This design comes from an exercise in tuning for small area, a short achievable clock period and few clock cycles on the open sky130 flow, not from production work.
In this exercise RTL edits were held to simulation tests only and were not proved equivalent to the original.
Power figures rest on the tool's default switching activity, not on a simulated workload.

==> flow/design.v (excerpt) <==
module dbrc (
    input  wire         clk,
    input  wire         rst,
    input  wire         cmd_valid,
    output wire         cmd_ready,
    input  wire [127:0] cmd_data,
    output reg          rsp_valid,
    output wire [135:0] rsp_data,
    output wire         alloc_req,
    output wire [31:0]  alloc_count,
    input  wire         alloc_ack,
    input  wire [31:0]  alloc_addr,
    output wire         mem_req,
    output wire         mem_we,
    output wire [31:0]  mem_addr,
    output wire [31:0]  mem_wdata,
    input  wire         mem_gnt,
    input  wire [31:0]  mem_rdata,
    output wire         fatal
);
    localparam [7:0] OP_INIT     = 8'h01;
    localparam [7:0] OP_DESTROY  = 8'h02;
    localparam [7:0] OP_RASTER   = 8'h10;
    localparam [7:0] OP_PENDFLIP = 8'h20;
    localparam [7:0] OP_FLIPNOW  = 8'h21;
    localparam [7:0] OP_GETBACK  = 8'h30;
    localparam [7:0] OP_MKGFX    = 8'h31;
    localparam [7:0] OP_COPY     = 8'h32;
    localparam [7:0] OP_ISBA     = 8'h40;
    localparam [7:0] OP_SETFG    = 8'h50;
    localparam [7:0] OP_SETBGC   = 8'h51;
    localparam [7:0] OP_BGREF    = 8'h52;
    localparam [7:0] OP_READREG  = 8'h60;
    localparam S_IDLE = 0;
    localparam S_DEC  = 1;
    localparam S_MUL  = 2;
    localparam S_AL   = 3;
    localparam S_RDW  = 4;
    localparam S_RDBG = 5;
    localparam S_WR   = 6;
    localparam S_CPR  = 7;
    localparam S_CPW  = 8;
    localparam S_HALT = 9;
    reg        ready;
    reg [15:0] width_r, height_r, top_line_r;
    reg [31:0] plane_base0, plane_base1;
    reg        active_index, flip_pending;
    reg [31:0] palette0, palette1;
    reg        bg_present;
    reg [31:0] bg_base;
    reg [9:0]  st;
  ...
Settings: LEC_CHECK=0, CAP_MARGIN=20, CORE_MARGIN=2, CORE_UTILIZATION=40, PLACE_DENSITY=0.6, SLEW_MARGIN=20; clock period 11.0 ns.
standard.sh (not shown) runs the stock make flow with config.mk's settings and CLKGATE_MAP_FILE= SYNTH_SCRIPT=/design/flow/synth_recipe.tcl, a recipe that flattens the netlist after the stock synthesis.
==> flow/flow/run.sh <==
#!/bin/bash
# Own layout flow: the standard ORFS layout (standard.sh, with the standard
# synthesis unchanged) with two changes in how the layout is made:
#  * the port buffers are buf_2 cells instead of the delay-cell buffers that
#    buffer_ports picks by default (every port still gets its own buffer);
#  * repair_timing aims for 7.2 ns of setup margin at the design's clock,
#    so the layout is optimised beyond the 11 ns the SDC asks for.
# The SDC, clock period and I/O constraints are the design's, untouched.
# make's full output goes to standard.log in the work folder.
set -euo pipefail
export BUFFER_PORTS_ARGS="-buffer_cell sky130_fd_sc_hd__buf_2"
bash standard.sh "BUFFER_PORTS_ARGS=$BUFFER_PORTS_ARGS" SETUP_SLACK_MARGIN=7.2 finish > standard.log 2>&1
Testbench counts at the start, summed over its fixed seeds: cycles 251,090.
Rerun with:
==> flow/flow/run.sh (replaced) <==
#!/bin/bash
# Own layout flow: the standard ORFS layout (standard.sh, with the standard
# synthesis unchanged) with two changes in how the layout is made:
#  * the port buffers are buf_2 cells instead of the delay-cell buffers that
#    buffer_ports picks by default (every port still gets its own buffer);
#  * repair_timing aims for 7.7 ns of setup margin at the design's clock,
#    so the layout is optimised beyond the 11 ns the SDC asks for.
# The SDC, clock period and I/O constraints are the design's, untouched.
# make's full output goes to standard.log in the work folder.
set -euo pipefail
export BUFFER_PORTS_ARGS="-buffer_cell sky130_fd_sc_hd__buf_2"
bash standard.sh "BUFFER_PORTS_ARGS=$BUFFER_PORTS_ARGS" SETUP_SLACK_MARGIN=7.7 finish > standard.log 2>&1
Settings changed: CORE_UTILIZATION 40 to 55, PLACE_DENSITY 0.6 to 0.7.
Non-clock buffer count came out higher by 73.
Hold slack is about the same.
Clock-buffer cell count came out higher by 6.
Flip-flop and latch count stays the same.
Power came out higher slightly.
Via count came out higher by a few percent.
First-iteration DRC count came out higher by a quarter to a third.
Sequential power barely changes.
Sequential share of layout area came out lower by 2.4 points.
Clock power is about the same.
Rerun with:
==> flow/flow/run.sh (replaced) <==
#!/bin/bash
# Own layout flow: the standard ORFS layout (standard.sh, with the standard
# synthesis unchanged) with two changes in how the layout is made:
#  * the port buffers are buf_2 cells instead of the delay-cell buffers that
#    buffer_ports picks by default (every port still gets its own buffer);
#  * repair_timing aims for 7.5 ns of setup margin at the design's clock,
#    so the layout is optimised beyond the 11 ns the SDC asks for.
# The SDC, clock period and I/O constraints are the design's, untouched.
# make's full output goes to standard.log in the work folder.
set -euo pipefail
export BUFFER_PORTS_ARGS="-buffer_cell sky130_fd_sc_hd__buf_2"
bash standard.sh "BUFFER_PORTS_ARGS=$BUFFER_PORTS_ARGS" SETUP_SLACK_MARGIN=7.5 finish > standard.log 2>&1
Settings changed: CORE_UTILIZATION 55 to 40, PLACE_DENSITY 0.7 to 0.6.
Result: The changed run finished with timing, DRC and antenna clean. Critical path depth grows by 9. Fmax went down slightly. Clock power came out higher by a few percent. Die area increases by well over a third.
Rerun with:
==> flow/flow/run.sh (replaced) <==
#!/bin/bash
# Own layout flow: the standard ORFS layout (standard.sh, with the standard
# synthesis unchanged) with two changes in how the layout is made:
#  * the port buffers are buf_2 cells instead of the delay-cell buffers that
#    buffer_ports picks by default (every port still gets its own buffer);
#  * repair_timing aims for 7.35 ns of setup margin at the design's clock,
#    so the layout is optimised beyond the 11 ns the SDC asks for.
# The SDC, clock period and I/O constraints are the design's, untouched.
# make's full output goes to standard.log in the work folder.
set -euo pipefail
export BUFFER_PORTS_ARGS="-buffer_cell sky130_fd_sc_hd__buf_2"
bash standard.sh "BUFFER_PORTS_ARGS=$BUFFER_PORTS_ARGS" SETUP_SLACK_MARGIN=7.35 finish > standard.log 2>&1
Result:
- The new run ran to the end with no violations
- design area went down slightly
- sequential power hardly moves
- global-route usage falls by 0.29 points

[port drivers added, routing unchanged]
How much do the figures lean on ideal ports? The routed layouts below were timed once more, with nothing changed but the port constraints. Step 1 (the two cells are an assumption about what drives the block):
set clk [get_ports {clk}]
set_driving_cell -lib_cell sky130_fd_sc_hd__clkbuf_16 $clk
set_driving_cell -lib_cell sky130_fd_sc_hd__buf_2 [delete_from_list [all_inputs] $clk]
Step 2 also shifts input and output timing later by t, the mid clock arrival at the registers, as if the neighbouring blocks saw the same clock. Slacks: ideal / step 1 / step 2; pairs: ideal / step 1.
run | shift t [ns] | slack for setup (ns) | worst setup path at the end | clock arrival spread, ns
the first run | 0.710 | 7.202 / 7.139 / 6.428 | input to register | 0.020 / 0.019
the second run | 0.720 | 7.328 / 7.261 / 6.544 | input to register | 0.040 / 0.041
the third run | 0.718 | 7.290 / 7.242 / 6.524 | input to register | 0.018 / 0.018
the fourth run | 0.714 | 7.284 / 7.203 / 6.489 | input to register | 0.020 / 0.021
After both steps setup and hold are still met in every run listed. The setup slack of the fourth run, which loses most, moves by -0.081 ns with the drivers and by -0.795 ns with both steps.
